From an optimization exercise on the open Yosys and OpenROAD flow, aimed at small area, a short achievable clock period and few clock cycles per item; shortcuts taken in it are not production practice.
Where RTL was checked, it was by simulation tests only, not by an equivalence proof against the original.
Power figures rest on the tool's default switching activity, not on a simulated workload.

==> 03-09: inputs <==
==> flow/design.v (excerpt) <==
module fx25_kiss_enc (
    input  wire        clk,
    input  wire        rst,
    input  wire        chunk_valid,
    output reg         chunk_ready,
    input  wire [7:0]  chunk_len,
    input  wire [47:0] dst_call,      
    input  wire [3:0]  dst_ssid,
    input  wire [47:0] src_call,      
    input  wire [3:0]  src_ssid,
    input  wire        in_valid,
    output reg         in_ready,
    input  wire [7:0]  in_data,
    output reg         out_valid,
    input  wire        out_ready,
    output reg  [7:0]  out_data,
    output reg         out_last,
    output reg  [15:0] skip_count
);
export LEC_CHECK = 0
export CAP_MARGIN = 20
export CORE_MARGIN = 2
export CORE_UTILIZATION = 70
export SETUP_SLACK_MARGIN = 2.85
export SLEW_MARGIN = 20
create_clock -name core_clock -period 5.0 [get_ports {clk}]
standard.sh (not shown) runs the stock make flow with config.mk's settings and CLKGATE_MAP_FILE= SYNTH_SCRIPT=/design/flow/synth_recipe.tcl, a recipe that flattens the netlist after the stock synthesis.
==> flow/flow/run.sh <==
#!/bin/bash
set -euo pipefail
export BUFFER_PORTS_ARGS="-buffer_cell sky130_fd_sc_hd__buf_1"
export CTS_ARGS="-sink_clustering_enable -repair_clock_nets -dont_use_dummy_load -buf_list sky130_fd_sc_hd__clkbuf_16 -sink_clustering_size 20 -sink_clustering_max_diameter 100"
bash standard.sh > standard_flow.log 2>&1
==> 06-02 (differences from 03-09) <==
--- a/flow/design.v
+++ b/flow/design.v
@@ -118,12 +118,10 @@
     reg        a_valid, a_rs, a_crc, a_par, a_cw, a_last;
     reg [7:0]  a;
     reg        b_valid, b_rs, b_par, b_cw, b_last;
     reg [7:0]  b;
     reg        esc_pend, esc_fend;
-    reg        sk_v, sk_last;    
-    reg [7:0]  sk_data;
     reg        fl_on;
     reg        skip_evt;
     wire [15:0] crc, crc_next;
     wire [7:0]  par_out;
     wire [13:0] js;
@@ -153,18 +151,15 @@
                           ({8{js[10]}} & {src_call[22:16], 1'b0}) |
                           ({8{js[11]}} & {src_call[14:8],  1'b0}) |
                           ({8{js[12]}} & {src_call[6:0],   1'b0}) |
                           ({8{js[13]}} & {3'b011, src_ssid, 1'b1});
     wire       advance = !out_valid || out_ready;
-    wire       prod    = (b_valid || esc_pend) && !sk_v;
-    wire       take    = b_valid && !esc_pend && !sk_v;      
+    wire       take    = b_valid && advance && !esc_pend;    
     wire       mv      = a_valid && (!b_valid || take);      
     wire [7:0] ob      = b_par ? par_out : b;
     wire       ob_fend = (ob == FEND);
     wire       ob_esc  = b_cw && (ob_fend || (ob == FESC));
-    wire [7:0] pbyte   = esc_pend ? (esc_fend ? TFEND : TFESC) : (ob_esc ? FESC : ob);
-    wire       plast   = !esc_pend && b_last;
     wire tag_end  = js[7];
     wire hdr_end  = js[13];
     wire pad_end  = (cnt == 8'd222);
     wire par_end  = (cnt[4:0] == 5'd31);
     wire push     = in_valid && in_ready;
@@ -224,23 +219,17 @@
         b    <= b_nx;
         b_rs <= b_rs_nx;
         if (mv) begin
             b_par <= a_par; b_cw <= a_cw; b_last <= a_last;
         end
-        if (take)
+        if (take) begin
+            out_data <= ob_esc ? FESC : ob;
+            out_last <= b_last;
             esc_fend <= ob_fend;
-        if (advance) begin
-            if (sk_v) begin
-                out_data <= sk_data;
-                out_last <= sk_last;
-            end else if (prod) begin
-                out_data <= pbyte;
-                out_last <= plast;
-            end
-        end else if (prod) begin
-            sk_data <= pbyte;
-            sk_last <= plast;
+        end else if (advance && esc_pend) begin
+            out_data <= esc_fend ? TFEND : TFESC;
+            out_last <= 1'b0;
         end
         if (skip_evt && (skip_count != 16'hFFFF))
             skip_count <= skip_count + 16'd1;
         if (rst) begin
             dv          <= 1'b0;
@@ -250,11 +239,10 @@
             pb_v        <= 1'b0;
             ph          <= 12'd1 << I_IDLE;
             a_valid     <= 1'b0;
             b_valid     <= 1'b0;
             esc_pend    <= 1'b0;
-            sk_v        <= 1'b0;
             out_valid   <= 1'b0;
             skip_evt    <= 1'b0;
             skip_count  <= 16'd0;
             fl_on       <= 1'b1;
             cnt         <= 8'd0;
@@ -276,17 +264,16 @@
                 a_valid <= 1'b0;
             if (mv)
                 b_valid <= 1'b1;
             else if (take)
                 b_valid <= 1'b0;
-            if (prod)
-                esc_pend <= !esc_pend && ob_esc;
             if (advance) begin
-                out_valid <= sk_v || prod;
-                sk_v      <= 1'b0;
-            end else if (prod) begin
-                sk_v      <= 1'b1;
+                out_valid <= b_valid || esc_pend;
+                if (esc_pend)
+                    esc_pend <= 1'b0;
+                else if (b_valid)
+                    esc_pend <= ob_esc;
             end
             if (s_ld) begin
                 if (ph[I_CMD] || (ph[I_TAG] && tag_end) || (ph[I_PAD] && pad_end))
                     cnt <= 8'd0;
                 else
==> flow/flow/run.sh (replaced) <==
#!/bin/bash
set -euo pipefail
export BUFFER_PORTS_ARGS="-buffer_cell sky130_fd_sc_hd__buf_1"
export CTS_ARGS="-sink_clustering_enable -repair_clock_nets -dont_use_dummy_load -buf_list sky130_fd_sc_hd__clkbuf_8 -sink_clustering_size 14 -sink_clustering_max_diameter 80"
bash standard.sh > standard_flow.log 2>&1
--- a/flow/config.mk
+++ b/flow/config.mk
@@ -6,7 +6,8 @@
 export NUM_CORES = 4
 export LEC_CHECK = 0
 export CAP_MARGIN = 20
 export CORE_MARGIN = 2
 export CORE_UTILIZATION = 70
-export SETUP_SLACK_MARGIN = 2.85
+export PLACE_DENSITY = 0.85
+export SETUP_SLACK_MARGIN = 2.8
 export SLEW_MARGIN = 20
==> 09-19 (differences from 03-09) <==
--- a/flow/design.v
+++ b/flow/design.v
@@ -118,12 +118,10 @@
     reg        a_valid, a_rs, a_crc, a_par, a_cw, a_last;
     reg [7:0]  a;
     reg        b_valid, b_rs, b_par, b_cw, b_last;
     reg [7:0]  b;
     reg        esc_pend, esc_fend;
-    reg        sk_v, sk_last;    
-    reg [7:0]  sk_data;
     reg        fl_on;
     reg        skip_evt;
     wire [15:0] crc, crc_next;
     wire [7:0]  par_out;
     wire [13:0] js;
@@ -153,18 +151,15 @@
                           ({8{js[10]}} & {src_call[22:16], 1'b0}) |
                           ({8{js[11]}} & {src_call[14:8],  1'b0}) |
                           ({8{js[12]}} & {src_call[6:0],   1'b0}) |
                           ({8{js[13]}} & {3'b011, src_ssid, 1'b1});
     wire       advance = !out_valid || out_ready;
-    wire       prod    = (b_valid || esc_pend) && !sk_v;
-    wire       take    = b_valid && !esc_pend && !sk_v;      
+    wire       take    = b_valid && advance && !esc_pend;    
     wire       mv      = a_valid && (!b_valid || take);      
     wire [7:0] ob      = b_par ? par_out : b;
     wire       ob_fend = (ob == FEND);
     wire       ob_esc  = b_cw && (ob_fend || (ob == FESC));
-    wire [7:0] pbyte   = esc_pend ? (esc_fend ? TFEND : TFESC) : (ob_esc ? FESC : ob);
-    wire       plast   = !esc_pend && b_last;
     wire tag_end  = js[7];
     wire hdr_end  = js[13];
     wire pad_end  = (cnt == 8'd222);
     wire par_end  = (cnt[4:0] == 5'd31);
     wire push     = in_valid && in_ready;
@@ -224,23 +219,17 @@
         b    <= b_nx;
         b_rs <= b_rs_nx;
         if (mv) begin
             b_par <= a_par; b_cw <= a_cw; b_last <= a_last;
         end
-        if (take)
+        if (take) begin
+            out_data <= ob_esc ? FESC : ob;
+            out_last <= b_last;
             esc_fend <= ob_fend;
-        if (advance) begin
-            if (sk_v) begin
-                out_data <= sk_data;
-                out_last <= sk_last;
-            end else if (prod) begin
-                out_data <= pbyte;
-                out_last <= plast;
-            end
-        end else if (prod) begin
-            sk_data <= pbyte;
-            sk_last <= plast;
+        end else if (advance && esc_pend) begin
+            out_data <= esc_fend ? TFEND : TFESC;
+            out_last <= 1'b0;
         end
         if (skip_evt && (skip_count != 16'hFFFF))
             skip_count <= skip_count + 16'd1;
         if (rst) begin
             dv          <= 1'b0;
@@ -250,11 +239,10 @@
             pb_v        <= 1'b0;
             ph          <= 12'd1 << I_IDLE;
             a_valid     <= 1'b0;
             b_valid     <= 1'b0;
             esc_pend    <= 1'b0;
-            sk_v        <= 1'b0;
             out_valid   <= 1'b0;
             skip_evt    <= 1'b0;
             skip_count  <= 16'd0;
             fl_on       <= 1'b1;
             cnt         <= 8'd0;
@@ -276,17 +264,16 @@
                 a_valid <= 1'b0;
             if (mv)
                 b_valid <= 1'b1;
             else if (take)
                 b_valid <= 1'b0;
-            if (prod)
-                esc_pend <= !esc_pend && ob_esc;
             if (advance) begin
-                out_valid <= sk_v || prod;
-                sk_v      <= 1'b0;
-            end else if (prod) begin
-                sk_v      <= 1'b1;
+                out_valid <= b_valid || esc_pend;
+                if (esc_pend)
+                    esc_pend <= 1'b0;
+                else if (b_valid)
+                    esc_pend <= ob_esc;
             end
             if (s_ld) begin
                 if (ph[I_CMD] || (ph[I_TAG] && tag_end) || (ph[I_PAD] && pad_end))
                     cnt <= 8'd0;
                 else
==> flow/flow/run.sh (replaced) <==
#!/bin/bash
set -euo pipefail
export BUFFER_PORTS_ARGS="-buffer_cell sky130_fd_sc_hd__buf_1"
export CTS_ARGS="-sink_clustering_enable -repair_clock_nets -dont_use_dummy_load -buf_list sky130_fd_sc_hd__clkbuf_8 -sink_clustering_size 14 -sink_clustering_max_diameter 80"
bash standard.sh > standard_flow.log 2>&1
--- a/flow/config.mk
+++ b/flow/config.mk
@@ -5,8 +5,8 @@
 export SDC_FILE = /design/flow/constraint.sdc
 export NUM_CORES = 4
 export LEC_CHECK = 0
 export CAP_MARGIN = 20
 export CORE_MARGIN = 2
-export CORE_UTILIZATION = 70
-export SETUP_SLACK_MARGIN = 2.85
+export CORE_UTILIZATION = 60
+export SETUP_SLACK_MARGIN = 2.8
 export SLEW_MARGIN = 20
==> comparison table <==
XOR/XNOR Fraction of Synth Area: 09-19 22.7%; 03-09 21.4%; 06-02 22.7%
Synth Area in Compound Gates: 09-19 6.41%; 03-09 7.32%; 06-02 6.41%
Via total after detailed routing: 09-19 10500; 03-09 11200; 06-02 10700
Flip-flop and latch count: 09-19 384; 03-09 394; 06-02 384
Synthesized area divided by synthesized cell count: 09-19 13.5 sq um; 03-09 13.5 sq um; 06-02 13.5 sq um
Netlist Area Pre-Place: 09-19 17600 sq um; 03-09 18100 sq um; 06-02 17600 sq um
Net Sw Frac: 09-19 30.3%; 03-09 27.5%; 06-02 30.9%
Result of the run: 09-19 no timing/DRC/antenna violations; 03-09 no timing/DRC/antenna violations; 06-02 no timing/DRC/antenna violations
DP Cell Count: 09-19 1787; 03-09 1775; 06-02 1736
Fraction of power consumed by the clock network: 09-19 13.9%; 03-09 19.7%; 06-02 13.6%
Power consumed by the clock network: 09-19 1.51 mW; 03-09 1.82 mW; 06-02 1.49 mW
Area grow syn2layout: 09-19 11.5%; 03-09 13.7%; 06-02 11.2%
Total power: 09-19 10.9 mW; 03-09 9.20 mW; 06-02 11.0 mW
Achievable clock frequency: 09-19 0.464 GHz; 03-09 0.461 GHz; 06-02 0.454 GHz
Testbench counts of 06-02, summed over its fixed seeds: cycles 34,444, frames 128.
Testbench counts of 09-19, summed over its fixed seeds: cycles 34,444, frames 128.
The RTL of 03-09 was laid out without a check of its function.

==> port drivers added, routing unchanged <==
No port has a modelled driver above. Below, the same layouts with a new extraction and two added sets of constraints. Step 1 (the two cells are an assumption about what drives the block):
set clk [get_ports {clk}]
set_driving_cell -lib_cell sky130_fd_sc_hd__clkbuf_16 $clk
set_driving_cell -lib_cell sky130_fd_sc_hd__buf_2 [delete_from_list [all_inputs] $clk]
Step 2 moves the port delays by t, midway between the first and last clock arrival at a register: inputs arrive t later, outputs are due t later. That takes back most of the time a late clock gives input paths. Slacks: ideal / step 1 / step 2; pairs: ideal / step 1.
run | shift t [ns] | setup WS [ns] | hold WS [ns]
03-09 | 0.571 | 2.832 / 2.832 / 2.378 | 0.441 / 0.441 / 0.441
06-02 | 0.619 | 2.798 / 2.798 / 2.238 | 0.430 / 0.430 / 0.430
09-19 | 0.620 | 2.843 / 2.816 / 2.273 | 0.423 / 0.423 / 0.423
After both steps setup and hold are still met in every run listed. The setup slack of 09-19, which loses most, moves by -0.027 ns with the drivers and by -0.570 ns with both steps.
